Background: an optimization exercise with open tools, aiming at small area, a short achievable clock period and few clock cycles per item. Do not read the settings as production practice.
RTL that was checked went through simulation tests only; none was proved equivalent to the original.

==> inputs of v3 <==
Design fmd_norm, start of the top module:
module fmd_norm (
    input  wire        clk,
    input  wire        rst_n,
    input  wire        in_valid,
    output wire        in_ready,
    input  wire        in_first,
    input  wire [63:0] in_data,
    input  wire [63:0] in_peak,
    input  wire        in_rnd,
    output wire        out_valid,
    input  wire        out_ready,
    output wire [15:0] out_pcm
);
==> flow/config.mk <==
export PLATFORM = sky130hd
export DESIGN_NAME = fmd_norm
export DESIGN_NICKNAME = fmd_norm
export VERILOG_FILES = /design/flow/design.v
export SDC_FILE = /design/flow/constraint.sdc
export NUM_CORES = 4
export LEC_CHECK = 0
export CAP_MARGIN = 20
export CORE_MARGIN = 2
export CORE_UTILIZATION = 40
export SLEW_MARGIN = 20
==> flow/constraint.sdc <==
create_clock -name core_clock -period 40.0 [get_ports {clk}]
set_input_delay 8.0000 -clock core_clock [delete_from_list [all_inputs] [get_ports {clk}]]
set_output_delay 8.0000 -clock core_clock [all_outputs]
set_load 0.01 [all_outputs]
run.sh (not shown) runs the stock make flow with config.mk's settings and CLKGATE_MAP_FILE= SYNTH_SCRIPT=/design/flow/synth_recipe.tcl, a recipe that flattens the netlist after the stock synthesis.
==> v2: changes against v3 <==
--- a/flow/design.v
+++ b/flow/design.v
@@ -124,14 +124,14 @@
     input  wire [63:0] in_peak,
     input  wire        in_rnd,
     output wire        out_valid,
     input  wire        out_ready,
     output wire [15:0] out_pcm
 );
-    localparam integer K  = 2;    
-    localparam integer NE = 3;    
+    localparam integer K  = 3;    
+    localparam integer NE = 2;    
     reg               i_v;
     reg               i_first;
     reg               i_sw;
     reg [52:0]        i_wm;
     reg signed [12:0] i_we;
     reg [52:0]        i_pm;
@@ -154,13 +154,13 @@
     reg signed [12:0] a_pe;
     reg               a_pz;
     reg               a_rnd;
     reg  [2:0]        d_ptr;     
     reg  [2:0]        r_ptr;     
     wire [NE-1:0]     e_v_w, e_res_w, hold_w, mvs_w, free_w, pick_w, go_w, s_sel_w, idle_w;
-    wire [NE-1:0]     done_w;
+    wire [NE-1:0]     done_w, efree_w;
     wire [15:0]       s_i_w   [0:NE-1];
     wire [NE-1:0]     s_inc_w, s_sgn_w, s_sat_w;
     reg               o_v0, o_v1;
     reg [15:0]        o_d0, o_d1;
     wire ret  = (|s_sel_w) & ~o_v1;            
     wire cons = p_v & (|free_w);               
@@ -172,13 +172,13 @@
     wire n_i_v   = acc | (i_v & ~mv);
     wire n_first = acc ? in_first : i_first;
     wire n_wpd   = acc ? in_sub : (i_wpd & ~(i_wm[52] | i_wz));
     wire n_ppd   = acc ? (in_first & (in_peak[62:52] == 11'd0))
                        : (i_ppd & ~(i_pm[52] | i_pz));
     wire n_p_v   = mv | (p_v & ~cons);
-    wire n_free  = |idle_w;
+    wire n_free  = |(idle_w | efree_w);
     wire n_idle  = &idle_w;
     wire n_mv    = n_i_v & ~n_wpd & ~n_ppd &
                    (n_first ? (~n_p_v & n_idle) : (~n_p_v | (n_p_v & n_free)));
     assign in_ready = i_rdy;
     always @(posedge clk) begin
         if (!rst_n) begin
@@ -320,13 +320,14 @@
                     .r_o(c_r[gi+1]), .e_o(c_e[gi+1]), .eg_o(c_eg[gi+1]),
                     .i_o(c_i[gi+1]), .h_o(c_h[gi+1]), .dn_o(c_dn[gi+1]),
                     .inc_o(c_inc[gi+1]), .stk_o(c_stk[gi+1]), .stq_o(c_stq[gi+1])
                 );
             end
             wire done = c_dn[K];
-            assign done_w[gj] = done;
+            assign done_w[gj]  = done;
+            assign efree_w[gj] = run & ~hold & ~mvs & c_dn[K-1] & (~s_v | s_ret);
             always @(posedge clk) begin
                 if (!rst_n) begin
                     e_v   <= 1'b0;
                     e_res <= 1'b0;
                     s_v   <= 1'b0;
                 end else begin
==> flow/flow/run.sh (new file) <==
#!/bin/bash
# Standard layout, with timing repair aiming at a larger setup margin so
# that the critical paths are sized and buffered for speed.
set -e
export SETUP_SLACK_MARGIN=${FLOW_MARGIN:-29.5}
bash standard.sh > standard.log 2>&1
==> flow/standard.sh (new file) <==
#!/bin/bash
# synth_recipe.tcl (not shown) runs the flow's synth.tcl, then flattens the netlist and writes it again
# the make line also repeats each setting of config.mk as NAME=value (left out here)
make -C /OpenROAD-flow-scripts/flow DESIGN_CONFIG=/design/flow/config.mk WORK_HOME=/design/flow/orfs CLKGATE_MAP_FILE= SYNTH_SCRIPT=/design/flow/synth_recipe.tcl "${@:-finish}"
removed: flow/run.sh
==> v22: changes against v3 <==
--- a/flow/design.v
+++ b/flow/design.v
@@ -124,13 +124,13 @@
     input  wire [63:0] in_peak,
     input  wire        in_rnd,
     output wire        out_valid,
     input  wire        out_ready,
     output wire [15:0] out_pcm
 );
-    localparam integer K  = 2;    
+    localparam integer K  = 3;    
     localparam integer NE = 3;    
     reg               i_v;
     reg               i_first;
     reg               i_sw;
     reg [52:0]        i_wm;
     reg signed [12:0] i_we;
@@ -154,13 +154,13 @@
     reg signed [12:0] a_pe;
     reg               a_pz;
     reg               a_rnd;
     reg  [2:0]        d_ptr;     
     reg  [2:0]        r_ptr;     
     wire [NE-1:0]     e_v_w, e_res_w, hold_w, mvs_w, free_w, pick_w, go_w, s_sel_w, idle_w;
-    wire [NE-1:0]     done_w;
+    wire [NE-1:0]     done_w, efree_w;
     wire [15:0]       s_i_w   [0:NE-1];
     wire [NE-1:0]     s_inc_w, s_sgn_w, s_sat_w;
     reg               o_v0, o_v1;
     reg [15:0]        o_d0, o_d1;
     wire ret  = (|s_sel_w) & ~o_v1;            
     wire cons = p_v & (|free_w);               
@@ -172,13 +172,13 @@
     wire n_i_v   = acc | (i_v & ~mv);
     wire n_first = acc ? in_first : i_first;
     wire n_wpd   = acc ? in_sub : (i_wpd & ~(i_wm[52] | i_wz));
     wire n_ppd   = acc ? (in_first & (in_peak[62:52] == 11'd0))
                        : (i_ppd & ~(i_pm[52] | i_pz));
     wire n_p_v   = mv | (p_v & ~cons);
-    wire n_free  = |idle_w;
+    wire n_free  = |(idle_w | efree_w);
     wire n_idle  = &idle_w;
     wire n_mv    = n_i_v & ~n_wpd & ~n_ppd &
                    (n_first ? (~n_p_v & n_idle) : (~n_p_v | (n_p_v & n_free)));
     assign in_ready = i_rdy;
     always @(posedge clk) begin
         if (!rst_n) begin
@@ -320,13 +320,14 @@
                     .r_o(c_r[gi+1]), .e_o(c_e[gi+1]), .eg_o(c_eg[gi+1]),
                     .i_o(c_i[gi+1]), .h_o(c_h[gi+1]), .dn_o(c_dn[gi+1]),
                     .inc_o(c_inc[gi+1]), .stk_o(c_stk[gi+1]), .stq_o(c_stq[gi+1])
                 );
             end
             wire done = c_dn[K];
-            assign done_w[gj] = done;
+            assign done_w[gj]  = done;
+            assign efree_w[gj] = run & ~hold & ~mvs & c_dn[K-1] & (~s_v | s_ret);
             always @(posedge clk) begin
                 if (!rst_n) begin
                     e_v   <= 1'b0;
                     e_res <= 1'b0;
                     s_v   <= 1'b0;
                 end else begin
==> flow/flow/run.sh (new file) <==
#!/bin/bash
# Standard layout, with timing repair aiming at a larger setup margin so
# that the critical paths are sized and buffered for speed.
set -e
export SETUP_SLACK_MARGIN=${FLOW_MARGIN:-29.5}
bash standard.sh > standard.log 2>&1
==> flow/standard.sh (new file) <==
#!/bin/bash
# synth_recipe.tcl (not shown) runs the flow's synth.tcl, then flattens the netlist and writes it again
# the make line also repeats each setting of config.mk as NAME=value (left out here)
make -C /OpenROAD-flow-scripts/flow DESIGN_CONFIG=/design/flow/config.mk WORK_HOME=/design/flow/orfs CLKGATE_MAP_FILE= SYNTH_SCRIPT=/design/flow/synth_recipe.tcl "${@:-finish}"
removed: flow/run.sh
==> summary.md <==
| Metric | Value |
|---|---|
| Status | finished clean |
| Fin crit share | 30.4% |
| Num CTS Buffers | 81 |
| CP endpoint | g_eng[1].e_r[51] |
| CP Data Arrival Time | 12.76 ns |
| Row cnt | between 100 and 150 |
| First-pass GRT wire length | 307 mm |
| 1st-pass router iterations | 7 |
| Hold EP | g_eng[0].s_sgn |
Source of the figures above: v22

==> summary.md <==
| Metric | Value |
|---|---|
| Vias in the first global route | 38506 |
| 1st-pass router iterations | 8 |
| CP Data Arrival Time | about 11 ns |
| Num CTS Buffers | 82 |
| CP endpoint | g_eng[1].e_r[2] |
| Fin crit share | 27.2% |
| WL/cell | 21.8 um |
| First-pass GRT wire length | 233 mm |
| Hold EP | g_eng[2].s_sgn |
| Status | finished clean |
Source of the figures above: v3

==> summary.md <==
| Metric | Value |
|---|---|
| Fin crit share | roughly a quarter |
| 1st-pass router iterations | 6 |
| CP endpoint | g_eng[1].e_res |
| Row cnt | 127 |
| First-pass GRT wire length | between 200 and 250 mm |
| CP Data Arrival Time | between 10 and 15 ns |
| Status | finished clean |
| Flip-flop and latch count | 542 |
| Final antenna-violating net count | 0 |
Source of the figures above: v2

Testbench counts of v3, summed over its fixed seeds: cycles 11,292, items 6,144.
Testbench counts of v2, summed over its fixed seeds: cycles 11,251, items 6,144.
No functional check of the RTL was part of v22.

---

==> inputs of job 2460 <==
==> flow/design.v <==
module fmd_norm_add #(parameter integer W = 64) (
    input  wire [W-1:0] a,
    input  wire [W-1:0] b,
    input  wire         ci,
    output wire [W-1:0] s
);
    localparam integer L = 6;    
    wire [W-1:0] p0 = a ^ b;
    wire [W-1:0] g0 = (a & b) | {{(W-1){1'b0}}, ci & p0[0]};
    reg  [W-1:0] g, p;
    integer lv, i;
    always @(*) begin
        g = g0; p = p0;
        for (lv = 0; lv < L; lv = lv + 1)
            for (i = 0; i < W; i = i + 1)
                if (((i + 1) % (2 << lv)) == 0) begin
                    g[i] = g[i] | (p[i] & g[i - (1 << lv)]);
                    p[i] = p[i] & p[i - (1 << lv)];
                end
        for (lv = L - 2; lv >= 0; lv = lv - 1)
            for (i = 0; i < W; i = i + 1)
                if (((i + 1) % (2 << lv)) == (1 << lv) && i >= (2 << lv)) begin
                    g[i] = g[i] | (p[i] & g[i - (1 << lv)]);
                    p[i] = p[i] & p[i - (1 << lv)];
                end
    end
    assign s = p0 ^ {g[W-2:0], ci};
endmodule
module fmd_norm_fmul (
    input  wire [52:0]        mw,      
    output wire [51:0]        ma,      
    output wire [1:0]         adj      
);
    wire [62:0] x0 = {mw, 9'b0} ;
    wire [62:0] x1 = {2'b0, mw, 7'b0};
    wire [62:0] x2 = {10'b0, mw};
    wire [62:0] x3 = ~{5'b0, mw, 4'b0};
    wire [62:0] s1 = x0 ^ x1 ^ x2;
    wire [62:0] c1 = {((x0 & x1) | (x0 & x2) | (x1 & x2)), 1'b0};
    wire [62:0] s2 = s1 ^ c1 ^ x3;
    wire [62:0] c2 = {((s1 & c1) | (s1 & x3) | (c1 & x3)), 1'b0};
    wire [62:0] p;
    fmd_norm_add #(.W(63)) u_cpa (.a(s2), .b(c2), .ci(1'b1), .s(p));
    wire        top   = (mw >= 53'd7378697629483821);
    wire [52:0] mant  = top ? p[62:10] : p[61:9];
    wire        guard = top ? p[9] : p[8];
    wire        stick = top ? (|p[8:0]) : (|p[7:0]);
    wire        inc   = guard & (stick | mant[0]);
    wire [51:0] sum;
    fmd_norm_add #(.W(52)) u_inc (.a(mant[51:0]), .b(52'd0), .ci(inc), .s(sum));
    assign ma  = sum;
    assign adj = {1'b0, top};
endmodule
module fmd_norm_div (
    input  wire [53:0]       r,        
    input  wire [52:0]       b,        
    input  wire              rnd,      
    input  wire signed [6:0] e,        
    input  wire signed [6:0] eg,       
    input  wire              fst,      
    input  wire [15:0]       i,
    input  wire              h,
    input  wire              dn,       
    input  wire              inc,      
    input  wire              stk,      
    input  wire              stq,      
    output wire [53:0]       r_o,
    output wire signed [6:0] e_o,
    output wire signed [6:0] eg_o,
    output wire [15:0]       i_o,
    output wire              h_o,
    output wire              dn_o,
    output wire              inc_o,
    output wire              stk_o,
    output wire              stq_o
);
    wire [54:0] t;
    fmd_norm_add #(.W(55)) u_sub (.a({1'b0, r}), .b(~{2'b0, b}), .ci(1'b1), .s(t));
    wire        q = ~t[54];
    wire [53:0] rs = q ? t[53:0] : r;
    assign r_o  = {rs[52:0], 1'b0};
    assign e_o  = e - 7'sd1;
    assign eg_o = (fst & ~q) ? eg - 7'sd1 : eg;
    wire live   = ~dn & ~stk;
    wire is_int = ~e[6];                        
    wire is_h   = (e == -7'sd1) & ~rnd;
    wire at_g   = (e == eg);
    wire brk    = (q == h);
    reg [15:0] i_n;
    reg        h_n, dn_n, inc_n, stk_n, stq_n;
    always @(*) begin
        i_n = i; h_n = h; dn_n = dn; inc_n = inc; stk_n = stk; stq_n = stq;
        if (live) begin
            if (is_int) begin
                i_n = {i[14:0], q};
            end else if (is_h) begin
                h_n = q;
                if (q == i[0]) begin
                    dn_n  = 1'b1;
                    inc_n = q;
                end
            end else if (brk) begin
                if (h & at_g) begin
                    stk_n = 1'b1;
                    stq_n = 1'b0;
                end else begin
                    dn_n  = 1'b1;
                    inc_n = h;
                end
            end else if (at_g) begin
                dn_n  = 1'b1;
                inc_n = ~h;
            end
        end else if (stk & ~dn) begin
            stq_n = stq | q;
        end
    end
    assign i_o = i_n; assign h_o = h_n; assign dn_o = dn_n;
    assign inc_o = inc_n; assign stk_o = stk_n; assign stq_o = stq_n;
endmodule
module fmd_norm (
    input  wire        clk,
    input  wire        rst_n,
    input  wire        in_valid,
    output wire        in_ready,
    input  wire        in_first,
    input  wire [63:0] in_data,
    input  wire [63:0] in_peak,
    input  wire        in_rnd,
    output wire        out_valid,
    input  wire        out_ready,
    output wire [15:0] out_pcm
);
    localparam integer K = 2;    
    reg               i_v;
    reg               i_first;
    reg               i_sw;
    reg [52:0]        i_wm;
    reg signed [12:0] i_we;
    reg [52:0]        i_pm;
    reg signed [12:0] i_pe;
    reg               i_rnd;
    reg               i_wpd;     
    reg               i_ppd;     
    reg               i_rdy;     
    wire i_wz   = ~|i_wm;
    wire i_pz   = ~|i_pm;
    wire w_ok   = ~i_wpd;
    wire p_ok   = ~i_ppd;
    reg               p_v;
    reg [51:0]        p_ma;
    reg [4:0]         p_d;       
    reg               p_zero;    
    reg               p_sat;     
    reg               p_sgn;
    reg [52:0]        a_pm;
    reg signed [12:0] a_pe;
    reg               a_pz;
    reg               a_rnd;
    reg               e_v;       
    reg               e_res;     
    reg [53:0]        e_r;
    reg signed [6:0]  e_e;
    reg signed [6:0]  e_eg;
    reg [15:0]        e_i;
    reg               e_h, e_inc, e_stk, e_stq, e_sgn, e_sat;
    reg               o_v0, o_v1;
    reg [15:0]        o_d0, o_d1;
    wire frz  = e_res & o_v1;                  
    wire cons = ~e_v & p_v & ~frz;             
    wire mv   = i_v & w_ok & p_ok & (i_first ? (~p_v & ~e_v) : (~p_v | cons));
    wire acc  = in_valid & i_rdy;
    wire act  = e_v | p_v;
    wire done;
    wire push = e_res & ~o_v1;
    wire pop  = o_v0 & out_ready;
    wire in_sub = (in_data[62:52] == 11'd0);
    wire n_i_v   = acc | (i_v & ~mv);
    wire n_first = acc ? in_first : i_first;
    wire n_wpd   = acc ? in_sub : (i_wpd & ~(i_wm[52] | i_wz));
    wire n_ppd   = acc ? (in_first & (in_peak[62:52] == 11'd0))
                       : (i_ppd & ~(i_pm[52] | i_pz));
    wire n_p_v   = mv | (p_v & ~cons);
    wire n_e_v   = frz ? e_v : (act & ~done);
    wire n_e_res = frz ? e_res : (act & done);
    wire n_o_v0  = pop ? (o_v1 | push) : (o_v0 | push);
    wire n_o_v1  = pop ? (o_v1 & push) : (o_v1 | (push & o_v0));
    wire n_frz   = n_e_res & n_o_v1;
    wire n_cons  = ~n_e_v & n_p_v & ~n_frz;
    wire n_mv    = n_i_v & ~n_wpd & ~n_ppd & (n_first ? (~n_p_v & ~n_e_v) : (~n_p_v | n_cons));
    assign in_ready = i_rdy;
    always @(posedge clk) begin
        if (!rst_n) begin
            i_v   <= 1'b0;
            i_rdy <= 1'b1;
            i_wpd <= 1'b0;
            i_ppd <= 1'b0;
        end else begin
            i_v   <= n_i_v;
            i_rdy <= ~n_i_v | n_mv;
            i_wpd <= n_wpd;
            i_ppd <= n_ppd;
        end
    end
    always @(posedge clk) begin
        if (i_rdy) begin
            i_first <= in_first;
            i_sw    <= in_data[63];
            i_wm    <= {|in_data[62:52], in_data[51:0]};
            i_we    <= (in_data[62:52] == 11'd0) ? 13'sd1 : $signed({2'b0, in_data[62:52]});
            i_pm    <= {|in_peak[62:52], in_peak[51:0]};
            i_pe    <= (in_peak[62:52] == 11'd0) ? 13'sd1 : $signed({2'b0, in_peak[62:52]});
            i_rnd   <= in_rnd;
        end else begin
            if (i_wpd & ~i_wm[52]) begin
                i_wm <= {i_wm[51:0], 1'b0};
                i_we <= i_we - 13'sd1;
            end
            if (i_ppd & ~i_pm[52]) begin
                i_pm <= {i_pm[51:0], 1'b0};
                i_pe <= i_pe - 13'sd1;
            end
        end
    end
    wire [51:0]        pr_ma;
    wire [1:0]         pr_adj;
    fmd_norm_fmul u_mul (.mw(i_wm), .ma(pr_ma), .adj(pr_adj));
    wire signed [12:0] pr_eb  = i_first ? i_pe : a_pe;
    wire               pr_pz  = i_first ? i_pz : a_pz;
    wire signed [13:0] pr_d0  = {i_we[12], i_we} - {pr_eb[12], pr_eb} + 14'sd13;
    reg                pr_inf, pr_lo, pr_hi;
    always @(*) begin
        case (pr_adj)
            2'd0: begin pr_inf = (i_we >= 13'sd2034); pr_lo = (pr_d0 <= -14'sd2); pr_hi = (pr_d0 >= 14'sd16); end
            2'd1: begin pr_inf = (i_we >= 13'sd2033); pr_lo = (pr_d0 <= -14'sd3); pr_hi = (pr_d0 >= 14'sd15); end
            default: begin pr_inf = (i_we >= 13'sd2032); pr_lo = (pr_d0 <= -14'sd4); pr_hi = (pr_d0 >= 14'sd14); end
        endcase
    end
    wire [4:0]         pr_d1   = pr_d0[4:0] + {3'd0, pr_adj} + 5'd1;     
    wire               pr_zero = pr_pz | i_wz | (~pr_inf & pr_lo);
    wire               pr_sat  = ~pr_pz & ~i_wz & (pr_inf | pr_hi);
    always @(posedge clk) begin
        if (!rst_n) p_v <= 1'b0;
        else if (mv) p_v <= 1'b1;
        else if (cons) p_v <= 1'b0;
    end
    always @(posedge clk) begin
        if (mv) begin
            p_ma   <= pr_ma;
            p_d    <= pr_d1;
            p_zero <= pr_zero;
            p_sat  <= pr_sat;
            p_sgn  <= i_sw;
        end
    end
    always @(posedge clk) begin
        if (mv & i_first) begin
            a_pm  <= i_pm;
            a_pe  <= i_pe;
            a_pz  <= i_pz;
            a_rnd <= i_rnd;
        end
    end
    wire               new_s = ~e_v;
    wire [53:0]        c_r   [0:K];
    wire signed [6:0]  c_e   [0:K];
    wire signed [6:0]  c_eg  [0:K];
    wire [15:0]        c_i   [0:K];
    wire [K:0]         c_h, c_dn, c_inc, c_stk, c_stq;
    wire signed [6:0]  pd_e = $signed({2'b0, p_d}) - 7'sd1;
    assign c_r[0]   = new_s ? {2'b01, p_ma} : e_r;
    assign c_e[0]   = new_s ? pd_e : e_e;
    assign c_eg[0]  = new_s ? pd_e - 7'sd53 : e_eg;
    assign c_i[0]   = new_s ? 16'd0 : e_i;
    assign c_h[0]   = new_s ? 1'b0 : e_h;
    assign c_dn[0]  = new_s ? (p_zero | p_sat) : e_stk;
    assign c_inc[0] = new_s ? 1'b0 : (e_stk ? (e_stq | (|e_r)) : e_inc);
    assign c_stk[0] = new_s ? 1'b0 : e_stk;
    assign c_stq[0] = new_s ? 1'b0 : e_stq;
    genvar gi;
    generate
        for (gi = 0; gi < K; gi = gi + 1) begin : g_step
            fmd_norm_div u_step (
                .r(c_r[gi]), .b(a_pm), .rnd(a_rnd), .e(c_e[gi]), .eg(c_eg[gi]),
                .fst(new_s && gi == 0),
                .i(c_i[gi]), .h(c_h[gi]), .dn(c_dn[gi]), .inc(c_inc[gi]),
                .stk(c_stk[gi]), .stq(c_stq[gi]),
                .r_o(c_r[gi+1]), .e_o(c_e[gi+1]), .eg_o(c_eg[gi+1]),
                .i_o(c_i[gi+1]), .h_o(c_h[gi+1]), .dn_o(c_dn[gi+1]),
                .inc_o(c_inc[gi+1]), .stk_o(c_stk[gi+1]), .stq_o(c_stq[gi+1])
            );
        end
    endgenerate
    assign done = c_dn[K];
    always @(posedge clk) begin
        if (!rst_n) begin
            e_v   <= 1'b0;
            e_res <= 1'b0;
        end else if (~frz) begin
            e_v   <= act & ~done;
            e_res <= act & done;
        end
    end
    always @(posedge clk) begin
        e_r   <= c_r[K];
        e_e   <= c_e[K];
        e_eg  <= c_eg[K];
        e_h   <= c_h[K];
        e_stk <= c_stk[K] & ~c_dn[K];
        e_stq <= c_stq[K];
    end
    always @(posedge clk) begin
        if (~frz) begin
            e_i   <= c_i[K];
            e_inc <= c_inc[K];
            if (new_s) begin
                e_sgn <= p_sgn;
                e_sat <= p_sat;
            end
        end
    end
    wire [15:0] cv_x   = e_sgn ? ~e_i : e_i;
    wire        cv_c   = e_sgn ^ e_inc;
    wire [15:0] cv_sum = cv_x + {15'd0, cv_c};
    wire        lo_all = &e_i[14:0];
    wire        lo_nz  = |e_i[14:0];
    wire        ovf_p  = e_i[15] | (lo_all & e_inc);               
    wire        ovf_n  = e_i[15] & (lo_nz | e_inc);                
    wire [15:0] pcm = e_sat ? (e_sgn ? 16'h8000 : 16'h7FFF) :
                      e_sgn ? (ovf_n ? 16'h8000 : cv_sum) :
                              (ovf_p ? 16'h7FFF : cv_sum);
    always @(posedge clk) begin
        if (!rst_n) begin
            o_v0 <= 1'b0;
            o_v1 <= 1'b0;
        end else begin
            if (pop) begin
                if (o_v1) o_v1 <= push;
                else      o_v0 <= push;
            end else if (push) begin
                if (o_v0) o_v1 <= 1'b1;
                else      o_v0 <= 1'b1;
            end
        end
    end
    always @(posedge clk) begin
        if (pop) begin
            if (o_v1) begin
                o_d0 <= o_d1;
                o_d1 <= pcm;
            end else begin
                o_d0 <= pcm;
            end
        end else if (push) begin
            if (o_v0) o_d1 <= pcm;
            else      o_d0 <= pcm;
        end
    end
    assign out_valid = o_v0;
    assign out_pcm   = o_d0;
endmodule
==> flow/run.sh <==
#!/bin/bash
# synth_recipe.tcl (not shown) runs the flow's synth.tcl, then flattens the netlist and writes it again
# the make line also repeats each setting of config.mk as NAME=value (left out here)
make -C /OpenROAD-flow-scripts/flow DESIGN_CONFIG=/design/flow/config.mk WORK_HOME=/design/flow/orfs CLKGATE_MAP_FILE= SYNTH_SCRIPT=/design/flow/synth_recipe.tcl finish
==> flow/config.mk <==
export PLATFORM = sky130hd
export DESIGN_NAME = fmd_norm
export DESIGN_NICKNAME = fmd_norm
export VERILOG_FILES = /design/flow/design.v
export SDC_FILE = /design/flow/constraint.sdc
export NUM_CORES = 4
export LEC_CHECK = 0
export CAP_MARGIN = 20
export CORE_MARGIN = 2
export CORE_UTILIZATION = 40
export SLEW_MARGIN = 20
==> flow/constraint.sdc <==
create_clock -name core_clock -period 40.0 [get_ports {clk}]
set_input_delay 8.0000 -clock core_clock [delete_from_list [all_inputs] [get_ports {clk}]]
set_output_delay 8.0000 -clock core_clock [all_outputs]
set_load 0.01 [all_outputs]
==> job 340: changes against job 2460 <==
--- a/flow/design.v
+++ b/flow/design.v
@@ -1,35 +1,8 @@
-module fmd_norm_add #(parameter integer W = 64) (
-    input  wire [W-1:0] a,
-    input  wire [W-1:0] b,
-    input  wire         ci,
-    output wire [W-1:0] s
-);
-    localparam integer L = 6;    
-    wire [W-1:0] p0 = a ^ b;
-    wire [W-1:0] g0 = (a & b) | {{(W-1){1'b0}}, ci & p0[0]};
-    reg  [W-1:0] g, p;
-    integer lv, i;
-    always @(*) begin
-        g = g0; p = p0;
-        for (lv = 0; lv < L; lv = lv + 1)
-            for (i = 0; i < W; i = i + 1)
-                if (((i + 1) % (2 << lv)) == 0) begin
-                    g[i] = g[i] | (p[i] & g[i - (1 << lv)]);
-                    p[i] = p[i] & p[i - (1 << lv)];
-                end
-        for (lv = L - 2; lv >= 0; lv = lv - 1)
-            for (i = 0; i < W; i = i + 1)
-                if (((i + 1) % (2 << lv)) == (1 << lv) && i >= (2 << lv)) begin
-                    g[i] = g[i] | (p[i] & g[i - (1 << lv)]);
-                    p[i] = p[i] & p[i - (1 << lv)];
-                end
-    end
-    assign s = p0 ^ {g[W-2:0], ci};
-endmodule
 module fmd_norm_fmul (
     input  wire [52:0]        mw,      
+    input  wire signed [12:0] we,      
     output wire [51:0]        ma,      
-    output wire [1:0]         adj      
+    output wire signed [12:0] ea       
 );
     wire [62:0] x0 = {mw, 9'b0} ;
     wire [62:0] x1 = {2'b0, mw, 7'b0};
@@ -39,17 +12,16 @@
     wire [62:0] c1 = {((x0 & x1) | (x0 & x2) | (x1 & x2)), 1'b0};
     wire [62:0] s2 = s1 ^ c1 ^ x3;
     wire [62:0] c2 = {((s1 & c1) | (s1 & x3) | (c1 & x3)), 1'b0};
-    wire [62:0] p;
-    fmd_norm_add #(.W(63)) u_cpa (.a(s2), .b(c2), .ci(1'b1), .s(p));
-    wire        top   = (mw >= 53'd7378697629483821);
+    wire [62:0] p  = s2 + c2 + 63'd1;
+    wire        top   = p[62];
     wire [52:0] mant  = top ? p[62:10] : p[61:9];
     wire        guard = top ? p[9] : p[8];
     wire        stick = top ? (|p[8:0]) : (|p[7:0]);
     wire        inc   = guard & (stick | mant[0]);
-    wire [51:0] sum;
-    fmd_norm_add #(.W(52)) u_inc (.a(mant[51:0]), .b(52'd0), .ci(inc), .s(sum));
-    assign ma  = sum;
-    assign adj = {1'b0, top};
+    wire [53:0] sum   = {1'b0, mant} + {53'd0, inc};
+    wire        cy    = sum[53];
+    assign ma = cy ? 52'd0 : sum[51:0];
+    assign ea = we + 13'sd13 + {12'd0, top} + {12'd0, cy};
 endmodule
 module fmd_norm_div (
     input  wire [53:0]       r,        
@@ -74,8 +46,7 @@
     output wire              stk_o,
     output wire              stq_o
 );
-    wire [54:0] t;
-    fmd_norm_add #(.W(55)) u_sub (.a({1'b0, r}), .b(~{2'b0, b}), .ci(1'b1), .s(t));
+    wire [54:0] t = {1'b0, r} - {2'b0, b};
     wire        q = ~t[54];
     wire [53:0] rs = q ? t[53:0] : r;
     assign r_o  = {rs[52:0], 1'b0};
@@ -131,7 +102,7 @@
     input  wire        out_ready,
     output wire [15:0] out_pcm
 );
-    localparam integer K = 2;    
+    localparam integer K = 3;    
     reg               i_v;
     reg               i_first;
     reg               i_sw;
@@ -140,13 +111,10 @@
     reg [52:0]        i_pm;
     reg signed [12:0] i_pe;
     reg               i_rnd;
-    reg               i_wpd;     
-    reg               i_ppd;     
-    reg               i_rdy;     
     wire i_wz   = ~|i_wm;
     wire i_pz   = ~|i_pm;
-    wire w_ok   = ~i_wpd;
-    wire p_ok   = ~i_ppd;
+    wire w_ok   = i_wm[52] | i_wz;
+    wire p_ok   = ~i_first | i_pm[52] | i_pz;
     reg               p_v;
     reg [51:0]        p_ma;
     reg [4:0]         p_d;       
@@ -169,74 +137,44 @@
     wire frz  = e_res & o_v1;                  
     wire cons = ~e_v & p_v & ~frz;             
     wire mv   = i_v & w_ok & p_ok & (i_first ? (~p_v & ~e_v) : (~p_v | cons));
-    wire acc  = in_valid & i_rdy;
-    wire act  = e_v | p_v;
-    wire done;
-    wire push = e_res & ~o_v1;
-    wire pop  = o_v0 & out_ready;
-    wire in_sub = (in_data[62:52] == 11'd0);
-    wire n_i_v   = acc | (i_v & ~mv);
-    wire n_first = acc ? in_first : i_first;
-    wire n_wpd   = acc ? in_sub : (i_wpd & ~(i_wm[52] | i_wz));
-    wire n_ppd   = acc ? (in_first & (in_peak[62:52] == 11'd0))
-                       : (i_ppd & ~(i_pm[52] | i_pz));
-    wire n_p_v   = mv | (p_v & ~cons);
-    wire n_e_v   = frz ? e_v : (act & ~done);
-    wire n_e_res = frz ? e_res : (act & done);
-    wire n_o_v0  = pop ? (o_v1 | push) : (o_v0 | push);
-    wire n_o_v1  = pop ? (o_v1 & push) : (o_v1 | (push & o_v0));
-    wire n_frz   = n_e_res & n_o_v1;
-    wire n_cons  = ~n_e_v & n_p_v & ~n_frz;
-    wire n_mv    = n_i_v & ~n_wpd & ~n_ppd & (n_first ? (~n_p_v & ~n_e_v) : (~n_p_v | n_cons));
-    assign in_ready = i_rdy;
+    assign in_ready = ~i_v | mv;
+    wire acc = in_valid & in_ready;
     always @(posedge clk) begin
-        if (!rst_n) begin
-            i_v   <= 1'b0;
-            i_rdy <= 1'b1;
-            i_wpd <= 1'b0;
-            i_ppd <= 1'b0;
-        end else begin
-            i_v   <= n_i_v;
-            i_rdy <= ~n_i_v | n_mv;
-            i_wpd <= n_wpd;
-            i_ppd <= n_ppd;
-        end
+        if (!rst_n) i_v <= 1'b0;
+        else if (acc) i_v <= 1'b1;
+        else if (mv) i_v <= 1'b0;
     end
     always @(posedge clk) begin
-        if (i_rdy) begin
+        if (acc) begin
             i_first <= in_first;
             i_sw    <= in_data[63];
             i_wm    <= {|in_data[62:52], in_data[51:0]};
             i_we    <= (in_data[62:52] == 11'd0) ? 13'sd1 : $signed({2'b0, in_data[62:52]});
-            i_pm    <= {|in_peak[62:52], in_peak[51:0]};
-            i_pe    <= (in_peak[62:52] == 11'd0) ? 13'sd1 : $signed({2'b0, in_peak[62:52]});
-            i_rnd   <= in_rnd;
+            if (in_first) begin
+                i_pm  <= {|in_peak[62:52], in_peak[51:0]};
+                i_pe  <= (in_peak[62:52] == 11'd0) ? 13'sd1 : $signed({2'b0, in_peak[62:52]});
+                i_rnd <= in_rnd;
+            end
         end else begin
-            if (i_wpd & ~i_wm[52]) begin
+            if (i_v & ~w_ok) begin
                 i_wm <= {i_wm[51:0], 1'b0};
                 i_we <= i_we - 13'sd1;
             end
-            if (i_ppd & ~i_pm[52]) begin
+            if (i_v & i_first & ~p_ok) begin
                 i_pm <= {i_pm[51:0], 1'b0};
                 i_pe <= i_pe - 13'sd1;
             end
         end
     end
     wire [51:0]        pr_ma;
-    wire [1:0]         pr_adj;
-    fmd_norm_fmul u_mul (.mw(i_wm), .ma(pr_ma), .adj(pr_adj));
+    wire signed [12:0] pr_ea;
+    fmd_norm_fmul u_mul (.mw(i_wm), .we(i_we), .ma(pr_ma), .ea(pr_ea));
     wire signed [12:0] pr_eb  = i_first ? i_pe : a_pe;
     wire               pr_pz  = i_first ? i_pz : a_pz;
-    wire signed [13:0] pr_d0  = {i_we[12], i_we} - {pr_eb[12], pr_eb} + 14'sd13;
-    reg                pr_inf, pr_lo, pr_hi;
-    always @(*) begin
-        case (pr_adj)
-            2'd0: begin pr_inf = (i_we >= 13'sd2034); pr_lo = (pr_d0 <= -14'sd2); pr_hi = (pr_d0 >= 14'sd16); end
-            2'd1: begin pr_inf = (i_we >= 13'sd2033); pr_lo = (pr_d0 <= -14'sd3); pr_hi = (pr_d0 >= 14'sd15); end
-            default: begin pr_inf = (i_we >= 13'sd2032); pr_lo = (pr_d0 <= -14'sd4); pr_hi = (pr_d0 >= 14'sd14); end
-        endcase
-    end
-    wire [4:0]         pr_d1   = pr_d0[4:0] + {3'd0, pr_adj} + 5'd1;     
+    wire signed [13:0] pr_dd  = {pr_ea[12], pr_ea} - {pr_eb[12], pr_eb};
+    wire               pr_inf = (pr_ea >= 13'sd2047);
+    wire               pr_lo  = (pr_dd <= -14'sd2);
+    wire               pr_hi  = (pr_dd >= 14'sd16);
     wire               pr_zero = pr_pz | i_wz | (~pr_inf & pr_lo);
     wire               pr_sat  = ~pr_pz & ~i_wz & (pr_inf | pr_hi);
     always @(posedge clk) begin
@@ -247,7 +185,7 @@
     always @(posedge clk) begin
         if (mv) begin
             p_ma   <= pr_ma;
-            p_d    <= pr_d1;
+            p_d    <= pr_dd[4:0] + 5'd1;
             p_zero <= pr_zero;
             p_sat  <= pr_sat;
             p_sgn  <= i_sw;
@@ -291,7 +229,8 @@
             );
         end
     endgenerate
-    assign done = c_dn[K];
+    wire act  = e_v | p_v;
+    wire done = c_dn[K];
     always @(posedge clk) begin
         if (!rst_n) begin
             e_v   <= 1'b0;
@@ -302,33 +241,27 @@
         end
     end
     always @(posedge clk) begin
-        e_r   <= c_r[K];
-        e_e   <= c_e[K];
-        e_eg  <= c_eg[K];
-        e_h   <= c_h[K];
-        e_stk <= c_stk[K] & ~c_dn[K];
-        e_stq <= c_stq[K];
-    end
-    always @(posedge clk) begin
-        if (~frz) begin
+        if (~frz & act) begin
+            e_r   <= c_r[K];
+            e_e   <= c_e[K];
+            e_eg  <= c_eg[K];
             e_i   <= c_i[K];
+            e_h   <= c_h[K];
             e_inc <= c_inc[K];
+            e_stk <= c_stk[K] & ~c_dn[K];
+            e_stq <= c_stq[K];
             if (new_s) begin
                 e_sgn <= p_sgn;
                 e_sat <= p_sat;
             end
         end
     end
-    wire [15:0] cv_x   = e_sgn ? ~e_i : e_i;
-    wire        cv_c   = e_sgn ^ e_inc;
-    wire [15:0] cv_sum = cv_x + {15'd0, cv_c};
-    wire        lo_all = &e_i[14:0];
-    wire        lo_nz  = |e_i[14:0];
-    wire        ovf_p  = e_i[15] | (lo_all & e_inc);               
-    wire        ovf_n  = e_i[15] & (lo_nz | e_inc);                
+    wire [16:0] mag = {1'b0, e_i} + {16'd0, e_inc};
     wire [15:0] pcm = e_sat ? (e_sgn ? 16'h8000 : 16'h7FFF) :
-                      e_sgn ? (ovf_n ? 16'h8000 : cv_sum) :
-                              (ovf_p ? 16'h7FFF : cv_sum);
+                      e_sgn ? ((mag > 17'd32768) ? 16'h8000 : 16'(17'd0 - mag)) :
+                              ((mag > 17'd32767) ? 16'h7FFF : mag[15:0]);
+    wire push = e_res & ~o_v1;
+    wire pop  = o_v0 & out_ready;
     always @(posedge clk) begin
         if (!rst_n) begin
             o_v0 <= 1'b0;
==> comparison table <==
quantity	job 2460	job 340
Via density per instance	5.40	5.61
Logic depth of the worst register-to-register path	29	40
Run status	finished clean	finished clean
Layout filler cell count	6844	9356
Adder-Cell Fraction of Synth Area	0.223	0.142
Area fraction in compound gates after synthesis	0.116	0.197
Cts bufs inserted	48	47
Post-Syn Area	29900 µm²	38000 µm²
Reg-to-Reg End	e_stq	e_v
Chip Height	277 µm	312 µm
Number of flops mapped to enable cells by yosys	314	384
Crit path largest cell delay	0.80 ns	0.73 ns
Final critical-path required period	10.55 ns	14.84 ns
Well-tap cell count	969	1265
Testbench counts of job 2460, summed over its fixed seeds: cycles 27,440, items 6,144.
Testbench counts of job 340, summed over its fixed seeds: cycles 19,404, items 6,144.

==> static timing again, ports no longer ideal <==
Ports are ideal in the flow. The routed layouts listed here were re-timed in OpenROAD. Step 1: set_driving_cell puts a clkbuf_16 on clk and a buf_2 on each other input, an assumption about the parent block. Step 2 times the ports against the registers' clock, not the clock port: input delays grow and output delays shrink by t, the midpoint of the rising clock arrivals with the driver on. Three values: ideal ports, drivers, drivers and shift; two values: the first two.
run | shift t [ns] | slack for setup (ns) | worst setup path at the end | clock arrival spread, ns | worst data-port slew with drivers (ns)
v3 | 0.758 | 29.132 / 29.132 / 29.132 | register to register | 0.035 / 0.035 | 0.07
v2 | 0.714 | 29.637 / 29.637 / 29.637 | register to register | 0.054 / 0.053 | 0.07
v22 | 0.775 | 27.825 / 27.825 / 27.825 | register to register | 0.035 / 0.034 | 0.08
job 2460 | 0.671 | 29.445 / 29.445 / 29.445 | register to register | 0.027 / 0.027 | 0.05
job 340 | 0.681 | 25.163 / 25.163 / 25.163 | register to register | 0.024 / 0.024 | 0.06
After both steps every run listed still meets setup and hold.
